What follows belongs to an exercise in optimizing a design on an open flow for small area, a short achievable clock period and few clock cycles; a production flow would make more cautious choices.
RTL that was checked went through simulation tests only; none was proved equivalent to the original.
Power is estimated from default activity; no workload was simulated.

// lhb_rx
module lhb_rx #(
    parameter FRAME_CAP = 100            
) (
    input  wire        clk,
    input  wire        rst,              
    input  wire        rx_valid,
    input  wire [7:0]  rx_data,
    output wire        rx_ready,
    output wire        m_valid,
    output wire [7:0]  m_data,
    output wire        m_last,
    output wire        m_empty,          
    input  wire        m_ready,
    output wire        e_valid,
    output wire [3:0]  e_code,
    output wire [7:0]  e_arg,
    output wire [15:0] e_len,
    output wire [3:0]  e_stat,
    input  wire        e_ready
);
    localparam RD_TAP   = FRAME_CAP - 1;     
    localparam RING_LEN = FRAME_CAP + 1;     
    localparam SW       = 7;                 
    localparam [1:0] E_FRAME_OVERFLOW = 2'd1;
    localparam [1:0] E_SYNC_LOST      = 2'd2;
    localparam [1:0] E_DECODE_ERROR   = 2'd3;
    reg  [8*RING_LEN-1:0] ring;
    wire [7:0] ring_last = ring[8*RING_LEN-1 -: 8];
    wire [7:0] rd_x      = ring[8*RD_TAP+7 -: 8];       
    reg        rdy_q;                    
    reg        ib_v;                     
    reg        ib_z;                     
    reg [7:0]  ib_d;
    reg        s_start;                  
    reg        s_acc0;                   
    reg        s_accb;                   
    reg        s_end;                    
    reg [6:0]  flen;                     
    reg        f_full;                   
    reg [6:0]  wblk;                     
    reg        f_bend;                   
    reg        live;                     
    reg        wrapped;                  
    reg [SW-1:0] ostage;                 
    reg [SW-1:0] nstage;                 
    reg        f_otap;                   
    reg        f_otop;                   
    reg        f_nzero;                  
    reg        f_ntap;                   
    reg        f_ntop;                   
  ...
==> flow/config.mk <==
export PLATFORM = sky130hd
export DESIGN_NAME = lhb_rx
export DESIGN_NICKNAME = lhb_rx
export VERILOG_FILES = /design/flow/design.v
export SDC_FILE = /design/flow/constraint.sdc
export NUM_CORES = 4
export LEC_CHECK = 0
export CAP_MARGIN = 20
export CORE_MARGIN = 2
export CORE_UTILIZATION = 70
export CTS_CLUSTER_DIAMETER = 80
export CTS_CLUSTER_SIZE = 24
export PLACE_DENSITY = 0.85
export SLEW_MARGIN = 20
==> flow/constraint.sdc <==
create_clock -name core_clock -period 10.0 [get_ports {clk}]
set_input_delay 2.0000 -clock core_clock [delete_from_list [all_inputs] [get_ports {clk}]]
set_output_delay 2.0000 -clock core_clock [all_outputs]
set_load 0.01 [all_outputs]
standard.sh (not shown) runs the stock make flow with config.mk's settings and CLKGATE_MAP_FILE= SYNTH_SCRIPT=/design/flow/synth_recipe.tcl, a recipe that flattens the netlist after the stock synthesis.
==> flow/flow/run.sh <==
#!/bin/bash
# Layout flow: the standard ORFS flow, with the input and output port
# buffers inserted as sky130_fd_sc_hd__buf_2 instead of the default cell.
set -euo pipefail
export BUFFER_PORTS_ARGS="-buffer_cell sky130_fd_sc_hd__buf_2"
export SETUP_SLACK_MARGIN=6.9
bash standard.sh finish > standard_flow.log 2>&1
Testbench counts at the start, summed over its fixed seeds: cycles 11,733.
Next try:
--- a/flow/design.v
+++ b/flow/design.v
@@ -131,31 +131,24 @@
             bq1_d = bq1;  bqv1_d = 1'b0;
         end else begin
             bq0_d = bq0;  bqv0_d = bqv0;
             bq1_d = bq1;  bqv1_d = bqv1;
         end
         if (v_bad) begin
             if (!bqv0_d) begin bq0_d = wseq; bqv0_d = 1'b1; end
             else         begin bq1_d = wseq; bqv1_d = 1'b1; end
         end
     end
     wire [5:0] wseq_d = wseq + wr_term;
     wire [5:0] rseq_d = rseq + v_pop;
-    wire eq_w  = (wseq == rseq);
-    wire eq_w1 = (wseq + 1'b1 == rseq);
-    wire eq_b0 = (bq0 == rseq);
-    wire eq_b1 = (bq1 == rseq);
-    wire vh_d  = wr_term ? !eq_w1 : !eq_w;
-    wire push0 = v_bad && !(bq_pop_q ? bqv1 : bqv0);    
-    wire vg_d  = !(push0 ? eq_w : bqv0_d && (bq_pop_q ? eq_b1 : eq_b0));
     wire free_c  = !otop_d && !wrapped_d;
     wire wrote_c = slot_free && (!s_accb || (ib_v && f_nzero && !ev_q && !bqv1));
     wire cont_c  = wrote_c || f_ntop;
     wire ev_c    = (ib_v && need_err) || (ev_q && !e_ready);
     wire bq_c    = !bqv1 && !(bqv0 && ib_v && s_accb && (ib_z ? !f_bend : f_full));
     wire rdy_d   = free_c && cont_c && !ev_c && bq_c;
     always @(posedge clk) begin
         ring  <= {ring[8*(RING_LEN-1)-1:0],
                   wrote ? (wr_body ? ib_d : 8'h00) : ring_last};
         rz_x  <= (ring[8*(RD_TAP-1)+7 -: 8] == 8'h00);
         rz_nx <= (ring[8*(RD_TAP-2)+7 -: 8] == 8'h00);
         if (w_take || !ib_v) begin
@@ -247,23 +240,23 @@
             if (r_take) begin
                 r_sep  <= (r_sep && (rz_x || rz_nx)) || (r_skip && rz_x) ||
                           ((r_pend && vg_q) || r_body) && rz_nx;
                 r_pend <= r_sep && !rz_x && !rz_nx;
                 r_body <= ((r_pend && vg_q) || r_body) && !rz_nx;
                 r_skip <= (r_skip && !rz_x) || (r_pend && !vg_q);
             end
             wseq     <= wseq_d;
             rseq     <= rseq_d;
             bqv0     <= bqv0_d;
             bqv1     <= bqv1_d;
             bq_pop_q <= v_pop && !vg_q;
-            vh_q     <= vh_d;
-            vg_q     <= vg_d;
+            vh_q     <= (wseq_d != rseq_d);
+            vg_q     <= !(bqv0_d && bq0_d == rseq_d);
             if (m_pop) begin
                 mv_q <= m1_v || m_emit;
                 m1_v <= 1'b0;
             end else if (m_emit)
                 m1_v <= 1'b1;
             ev_q <= e_raise || (ev_q && !e_ready);
         end
     end
 endmodule
Via count is lower by 2.9%. Synthesized cell count shrinks by 0.36%. Hold slack loses 0.0034 ns. Power goes down by 0.77%. Sequential cell count does not change.
Function not checked in the second run of this note: the RTL went through the layout flow alone.


The RTL this note starts from:
==> flow/design.v <==
module lhb_rx #(
    parameter FRAME_CAP = 100            
) (
    input  wire        clk,
    input  wire        rst,              
    input  wire        rx_valid,
    input  wire [7:0]  rx_data,
    output wire        rx_ready,
    output wire        m_valid,
    output wire [7:0]  m_data,
    output wire        m_last,
    output wire        m_empty,          
    input  wire        m_ready,
    output wire        e_valid,
    output wire [3:0]  e_code,
    output wire [7:0]  e_arg,
    output wire [15:0] e_len,
    output wire [3:0]  e_stat,
    input  wire        e_ready
);
    localparam RD_TAP   = FRAME_CAP - 1;     
    localparam RING_LEN = FRAME_CAP + 1;     
    localparam SW       = 7;                 
    localparam [1:0] E_FRAME_OVERFLOW = 2'd1;
    localparam [1:0] E_SYNC_LOST      = 2'd2;
    localparam [1:0] E_DECODE_ERROR   = 2'd3;
    reg  [8*RING_LEN-1:0] ring;
    wire [7:0] ring_last = ring[8*RING_LEN-1 -: 8];
    wire [7:0] rd_x      = ring[8*RD_TAP+7 -: 8];       
    reg        rdy_q;                    
    reg        ib_v;                     
    reg        ib_z;                     
    reg [7:0]  ib_d;
    reg        s_start;                  
    reg        s_acc0;                   
    reg        s_accb;                   
    reg        s_end;                    
    reg [6:0]  flen;                     
    reg        f_full;                   
    reg [6:0]  wblk;                     
    reg        f_bend;                   
    reg        live;                     
    reg        wrapped;                  
    reg [SW-1:0] ostage;                 
    reg [SW-1:0] nstage;                 
    reg        f_otap;                   
    reg        f_otop;                   
    reg        f_nzero;                  
    reg        f_ntap;                   
    reg        f_ntop;                   
    reg        r_sep;                    
    reg        r_pend;                   
    reg        r_body;                   
    reg        r_skip;                   
    reg [6:0]  rblk;                     
    reg        f_rone;                   
    reg        rz_x, rz_nx;              
    reg [5:0]  wseq, rseq;
    reg [5:0]  bq0, bq1;
    reg        bqv0, bqv1;
    reg        bq_pop_q;                 
    reg        vh_q;                     
    reg        vg_q;                     
    reg        mv_q, ml_q, me_q;
    reg [7:0]  md_q;
    reg        m1_v, m1_l, m1_e;
    reg [7:0]  m1_d;
    reg        ev_q;
    reg [1:0]  ec_q;
    reg        es_q;
    reg [7:0]  ea_q;
    reg [6:0]  el_q;
    assign rx_ready = rdy_q;
    assign m_valid  = mv_q;
    assign m_data   = md_q;
    assign m_last   = ml_q;
    assign m_empty  = me_q;
    assign e_valid  = ev_q;
    assign e_code   = {2'b00, ec_q};
    assign e_arg    = ea_q;
    assign e_len    = {9'd0, el_q};
    assign e_stat   = {es_q, 3'b000};
    wire slot_free = !live || (!f_otop && !wrapped);
    wire slot_next = slot_free && f_nzero;
    wire c_sync_lost = s_start && !ib_z;
    wire c_first     = s_acc0 && !ib_z;
    wire c_end       = s_accb && ib_z;
    wire c_data      = s_accb && !ib_z && !f_full;
    wire c_overflow  = s_accb && !ib_z && f_full;
    wire c_dec_err   = c_end && !f_bend;
    wire need_err    = c_sync_lost || c_dec_err || c_overflow;
    wire c_bad       = c_dec_err || c_overflow;
    wire w_ok = (!need_err || !ev_q) &&
                (!c_first || slot_free) &&
                (!s_accb || slot_next) &&
                (!c_bad || !bqv1);
    wire w_take = ib_v && w_ok;
    wire wr_body = w_take && (c_first || c_data);
    wire wr_term = w_take && s_accb && !c_data;
    wire wr_fill = !s_accb && slot_free;
    wire wrote   = wr_body || wr_term || wr_fill;
    wire v_bad   = w_take && c_bad;
    wire e_raise = w_take && need_err;
    wire [6:0] blk_load = ib_d[7] ? 7'h7F : ib_d[6:0];
    wire at_tap  = live && f_otap;
    wire r_one   = r_sep && !rz_x && rz_nx;               
    wire r_need  = r_one || r_pend;                       
    wire r_emit  = (r_need && vg_q) || r_body;
    wire r_nx_ok = !(r_sep && !rz_x && f_ntap);           
    wire r_can   = at_tap && (!r_need || vh_q) && r_nx_ok;
    wire r_take  = r_can && (!r_emit || !m1_v);
    wire v_pop   = r_take && r_need;
    wire m_emit  = r_take && r_emit;
    wire m_pop   = !mv_q || m_ready;                      
    wire [7:0] n_d = f_rone ? 8'h00 : rd_x;
    wire n_l = rz_nx;
    wire n_e = r_sep;
    wire r_last    = r_take && f_ntap;           
    wire live_d    = wrote || (live && !r_last);
    wire [SW-1:0] ostage_d = (!live || r_last) ? {SW{1'b0}} :
                             r_take ? ostage :
                             f_otop ? {SW{1'b0}} : ostage + 1'b1;
    wire [SW-1:0] nstage_d = (wrote || f_ntop) ? {SW{1'b0}} : nstage + 1'b1;
    wire otop_d    = live && f_otap && !r_take;
    wire wrapped_d = !f_ntop && (wrapped || (live && f_otop));
    reg [5:0] bq0_d, bq1_d;
    reg       bqv0_d, bqv1_d;
    always @* begin
        if (bq_pop_q) begin
            bq0_d = bq1;  bqv0_d = bqv1;
            bq1_d = bq1;  bqv1_d = 1'b0;
        end else begin
            bq0_d = bq0;  bqv0_d = bqv0;
            bq1_d = bq1;  bqv1_d = bqv1;
        end
        if (v_bad) begin
            if (!bqv0_d) begin bq0_d = wseq; bqv0_d = 1'b1; end
            else         begin bq1_d = wseq; bqv1_d = 1'b1; end
        end
    end
    wire [5:0] wseq_d = wseq + wr_term;
    wire [5:0] rseq_d = rseq + v_pop;
    wire eq_w  = (wseq == rseq);
    wire eq_w1 = (wseq + 1'b1 == rseq);
    wire eq_b0 = (bq0 == rseq);
    wire eq_b1 = (bq1 == rseq);
    wire vh_d  = wr_term ? !eq_w1 : !eq_w;
    wire push0 = v_bad && !(bq_pop_q ? bqv1 : bqv0);    
    wire vg_d  = !(push0 ? eq_w : bqv0_d && (bq_pop_q ? eq_b1 : eq_b0));
    wire free_c  = !otop_d && !wrapped_d;
    wire wrote_c = slot_free && (!s_accb || (ib_v && f_nzero && !ev_q && !bqv1));
    wire cont_c  = wrote_c || f_ntop;
    wire ev_c    = (ib_v && need_err) || (ev_q && !e_ready);
    wire bq_c    = !bqv1 && !(bqv0 && ib_v && s_accb && (ib_z ? !f_bend : f_full));
    wire rdy_d   = free_c && cont_c && !ev_c && bq_c;
    always @(posedge clk) begin
        ring  <= {ring[8*(RING_LEN-1)-1:0],
                  wrote ? (wr_body ? ib_d : 8'h00) : ring_last};
        rz_x  <= (ring[8*(RD_TAP-1)+7 -: 8] == 8'h00);
        rz_nx <= (ring[8*(RD_TAP-2)+7 -: 8] == 8'h00);
        if (w_take || !ib_v) begin
            ib_d <= rx_data;
            ib_z <= (rx_data == 8'h00);
        end
        ostage  <= ostage_d;
        nstage  <= nstage_d;
        f_otap  <= live && !r_last && (r_take || (ostage == RD_TAP-1));
        f_otop  <= otop_d;
        f_nzero <= wrote || f_ntop;
        f_ntap  <= !wrote && (nstage == RD_TAP-1);
        f_ntop  <= !wrote && f_ntap;
        if (s_start) begin
            flen   <= 7'd0;
            f_full <= 1'b0;
        end else if (wr_body) begin
            flen   <= flen + 1'b1;
            f_full <= (flen == FRAME_CAP-1);
        end
        if (w_take && (c_first || (c_data && f_bend))) begin
            wblk   <= blk_load;
            f_bend <= (blk_load == 7'd1);
        end else if (w_take && c_data) begin
            wblk   <= wblk - 1'b1;
            f_bend <= (wblk == 7'd2);
        end
        if (r_take && (r_sep || f_rone)) begin
            rblk   <= rd_x[6:0];
            f_rone <= (rd_x[6:0] == 7'd1);
        end else if (r_take) begin
            rblk   <= rblk - 1'b1;
            f_rone <= (rblk == 7'd2);
        end
        bq0 <= bq0_d;
        bq1 <= bq1_d;
        if (m_pop) begin
            md_q <= m1_v ? m1_d : n_d;
            ml_q <= m1_v ? m1_l : n_l;
            me_q <= m1_v ? m1_e : n_e;
        end
        if (!m1_v) begin
            m1_d <= n_d;
            m1_l <= n_l;
            m1_e <= n_e;
        end
        if (!ev_q) begin
            ec_q <= c_sync_lost ? E_SYNC_LOST : c_overflow ? E_FRAME_OVERFLOW : E_DECODE_ERROR;
            es_q <= c_dec_err;
            ea_q <= c_dec_err ? 8'h00 : ib_d;
            el_q <= c_sync_lost ? 7'd0 : c_overflow ? FRAME_CAP[6:0] : flen;
        end
    end
    always @(posedge clk) begin
        if (rst) begin
            rdy_q    <= 1'b1;
            ib_v     <= 1'b0;
            s_start  <= 1'b1;
            s_acc0   <= 1'b0;
            s_accb   <= 1'b0;
            s_end    <= 1'b0;
            live     <= 1'b0;
            wrapped  <= 1'b0;
            r_sep    <= 1'b1;
            r_pend   <= 1'b0;
            r_body   <= 1'b0;
            r_skip   <= 1'b0;
            wseq     <= 6'd0;
            rseq     <= 6'd0;
            bqv0     <= 1'b0;
            bqv1     <= 1'b0;
            bq_pop_q <= 1'b0;
            vh_q     <= 1'b0;
            vg_q     <= 1'b1;
            mv_q     <= 1'b0;
            m1_v     <= 1'b0;
            ev_q     <= 1'b0;
        end else begin
            rdy_q   <= rdy_d;
            ib_v    <= (rx_valid && rdy_q) || (ib_v && !w_take);
            if (w_take) begin
                s_start <= (s_end && ib_z) || c_end;
                s_acc0  <= (s_start && ib_z) || (s_acc0 && ib_z);
                s_accb  <= c_first || c_data;
                s_end   <= c_sync_lost || c_overflow || (s_end && !ib_z);
            end
            live    <= live_d;
            wrapped <= wrapped_d;
            if (r_take) begin
                r_sep  <= (r_sep && (rz_x || rz_nx)) || (r_skip && rz_x) ||
                          ((r_pend && vg_q) || r_body) && rz_nx;
                r_pend <= r_sep && !rz_x && !rz_nx;
                r_body <= ((r_pend && vg_q) || r_body) && !rz_nx;
                r_skip <= (r_skip && !rz_x) || (r_pend && !vg_q);
            end
            wseq     <= wseq_d;
            rseq     <= rseq_d;
            bqv0     <= bqv0_d;
            bqv1     <= bqv1_d;
            bq_pop_q <= v_pop && !vg_q;
            vh_q     <= vh_d;
            vg_q     <= vg_d;
            if (m_pop) begin
                mv_q <= m1_v || m_emit;
                m1_v <= 1'b0;
            end else if (m_emit)
                m1_v <= 1'b1;
            ev_q <= e_raise || (ev_q && !e_ready);
        end
    end
endmodule
==> flow/config.mk <==
export PLATFORM = sky130hd
export DESIGN_NAME = lhb_rx
export DESIGN_NICKNAME = lhb_rx
export VERILOG_FILES = /design/flow/design.v
export SDC_FILE = /design/flow/constraint.sdc
export NUM_CORES = 4
export LEC_CHECK = 0
export CAP_MARGIN = 20
export CORE_MARGIN = 2
export CORE_UTILIZATION = 70
export CTS_CLUSTER_DIAMETER = 100
export CTS_CLUSTER_SIZE = 30
export PLACE_DENSITY = 0.85
export SLEW_MARGIN = 20
==> flow/constraint.sdc <==
create_clock -name core_clock -period 10.0 [get_ports {clk}]
set_input_delay 2.0000 -clock core_clock [delete_from_list [all_inputs] [get_ports {clk}]]
set_output_delay 2.0000 -clock core_clock [all_outputs]
set_load 0.01 [all_outputs]
==> flow/flow/run.sh <==
#!/bin/bash
# Layout flow: the standard ORFS flow, with the input and output port
# buffers inserted as sky130_fd_sc_hd__buf_2 instead of the default cell.
set -euo pipefail
export BUFFER_PORTS_ARGS="-buffer_cell sky130_fd_sc_hd__buf_2"
bash standard.sh finish > standard_flow.log 2>&1
Testbench counts at the start, summed over its fixed seeds: cycles 11,733.
Rerun with:
--- a/flow/design.v
+++ b/flow/design.v
@@ -29,7 +29,4 @@
     wire [7:0] rd_x      = ring[8*RD_TAP+7 -: 8];       
     reg        rdy_q;                    
-    reg        ib_v;                     
-    reg        ib_z;                     
-    reg [7:0]  ib_d;
     reg        s_start;                  
     reg        s_acc0;                   
@@ -82,25 +79,21 @@
     assign e_stat   = {es_q, 3'b000};
     wire slot_free = !live || (!f_otop && !wrapped);
-    wire slot_next = slot_free && f_nzero;
-    wire c_sync_lost = s_start && !ib_z;
-    wire c_first     = s_acc0 && !ib_z;
-    wire c_end       = s_accb && ib_z;
-    wire c_data      = s_accb && !ib_z && !f_full;
-    wire c_overflow  = s_accb && !ib_z && f_full;
+    wire w_take      = rx_valid && rdy_q;
+    wire b_z         = (rx_data == 8'h00);
+    wire c_sync_lost = s_start && !b_z;
+    wire c_first     = s_acc0 && !b_z;
+    wire c_end       = s_accb && b_z;
+    wire c_data      = s_accb && !b_z && !f_full;
+    wire c_overflow  = s_accb && !b_z && f_full;
     wire c_dec_err   = c_end && !f_bend;
     wire need_err    = c_sync_lost || c_dec_err || c_overflow;
     wire c_bad       = c_dec_err || c_overflow;
-    wire w_ok = (!need_err || !ev_q) &&
-                (!c_first || slot_free) &&
-                (!s_accb || slot_next) &&
-                (!c_bad || !bqv1);
-    wire w_take = ib_v && w_ok;
     wire wr_body = w_take && (c_first || c_data);
     wire wr_term = w_take && s_accb && !c_data;
     wire wr_fill = !s_accb && slot_free;
-    wire wrote   = wr_body || wr_term || wr_fill;
+    wire wrote   = s_accb ? w_take : slot_free;
     wire v_bad   = w_take && c_bad;
     wire e_raise = w_take && need_err;
-    wire [6:0] blk_load = ib_d[7] ? 7'h7F : ib_d[6:0];
+    wire [6:0] blk_load = rx_data[7] ? 7'h7F : rx_data[6:0];
     wire at_tap  = live && f_otap;
     wire r_one   = r_sep && !rz_x && rz_nx;               
@@ -149,18 +142,12 @@
     wire vg_d  = !(push0 ? eq_w : bqv0_d && (bq_pop_q ? eq_b1 : eq_b0));
     wire free_c  = !otop_d && !wrapped_d;
-    wire wrote_c = slot_free && (!s_accb || (ib_v && f_nzero && !ev_q && !bqv1));
-    wire cont_c  = wrote_c || f_ntop;
-    wire ev_c    = (ib_v && need_err) || (ev_q && !e_ready);
-    wire bq_c    = !bqv1 && !(bqv0 && ib_v && s_accb && (ib_z ? !f_bend : f_full));
-    wire rdy_d   = free_c && cont_c && !ev_c && bq_c;
+    wire cont_c  = wrote || f_ntop;
+    wire ev_d    = e_raise || (ev_q && !e_ready);
+    wire rdy_d   = free_c && cont_c && !ev_d && !bqv1_d;
     always @(posedge clk) begin
         ring  <= {ring[8*(RING_LEN-1)-1:0],
-                  wrote ? (wr_body ? ib_d : 8'h00) : ring_last};
+                  wrote ? (wr_body ? rx_data : 8'h00) : ring_last};
         rz_x  <= (ring[8*(RD_TAP-1)+7 -: 8] == 8'h00);
         rz_nx <= (ring[8*(RD_TAP-2)+7 -: 8] == 8'h00);
-        if (w_take || !ib_v) begin
-            ib_d <= rx_data;
-            ib_z <= (rx_data == 8'h00);
-        end
         ostage  <= ostage_d;
         nstage  <= nstage_d;
@@ -206,5 +193,5 @@
             ec_q <= c_sync_lost ? E_SYNC_LOST : c_overflow ? E_FRAME_OVERFLOW : E_DECODE_ERROR;
             es_q <= c_dec_err;
-            ea_q <= c_dec_err ? 8'h00 : ib_d;
+            ea_q <= c_dec_err ? 8'h00 : rx_data;
             el_q <= c_sync_lost ? 7'd0 : c_overflow ? FRAME_CAP[6:0] : flen;
         end
@@ -213,5 +200,4 @@
         if (rst) begin
             rdy_q    <= 1'b1;
-            ib_v     <= 1'b0;
             s_start  <= 1'b1;
             s_acc0   <= 1'b0;
@@ -236,10 +222,9 @@
         end else begin
             rdy_q   <= rdy_d;
-            ib_v    <= (rx_valid && rdy_q) || (ib_v && !w_take);
             if (w_take) begin
-                s_start <= (s_end && ib_z) || c_end;
-                s_acc0  <= (s_start && ib_z) || (s_acc0 && ib_z);
+                s_start <= (s_end && b_z) || c_end;
+                s_acc0  <= (s_start && b_z) || (s_acc0 && b_z);
                 s_accb  <= c_first || c_data;
-                s_end   <= c_sync_lost || c_overflow || (s_end && !ib_z);
+                s_end   <= c_sync_lost || c_overflow || (s_end && !b_z);
             end
             live    <= live_d;
@@ -264,5 +249,5 @@
             end else if (m_emit)
                 m1_v <= 1'b1;
-            ev_q <= e_raise || (ev_q && !e_ready);
+            ev_q <= ev_d;
         end
     end
Result: Fmax falls by about 15%. Cell area falls by 2.1%. Cell count falls by about 2%. Worst setup slack loses 570 ps. Power falls by about 1%. Core utilization rises by 0.52 points. Synthesized area falls by 2.4%. Count of clock-buffer cells in the layout rises by 2. Register-to-register slack gains 260 ps. First-iteration DRC count falls by 36%. Wire length falls by about 3%. Die area falls by about 2.4%. Flip-flop and latch count falls by 11.
Function not checked in the second run of this note: the RTL went through the layout flow alone.

[port drivers added, routing unchanged]
The flow's constraints put no driver on any port. The routed layouts listed below were extracted and timed again, unchanged, in two steps.
Step 1 assumes that a clkbuf_16 drives the clock port and a buf_2 every other input.
Step 2 times the ports against the registers' clock, not the clock port: input delays grow and output delays shrink by t, the midpoint of the rising clock arrivals with the driver on.
Three values: ideal, step 1, step 2; two values: the first two.
run	t, ns	setup WS [ns]	worst setup path after step 2
the first run of note 1	0.603	6.848 / 6.800 / 6.993	input to register
the second run of note 1	0.611	6.864 / 6.814 / 6.627	input to register
the first run of note 2	0.593	6.843 / 6.795 / 7.003	input to register
the second run of note 2	0.587	6.269 / 6.293 / 5.705	input to register
After both steps every run listed still meets setup and hold. The setup slack of the second run of note 2, which loses most, moves by +0.024 ns with the drivers and by -0.564 ns with both steps.
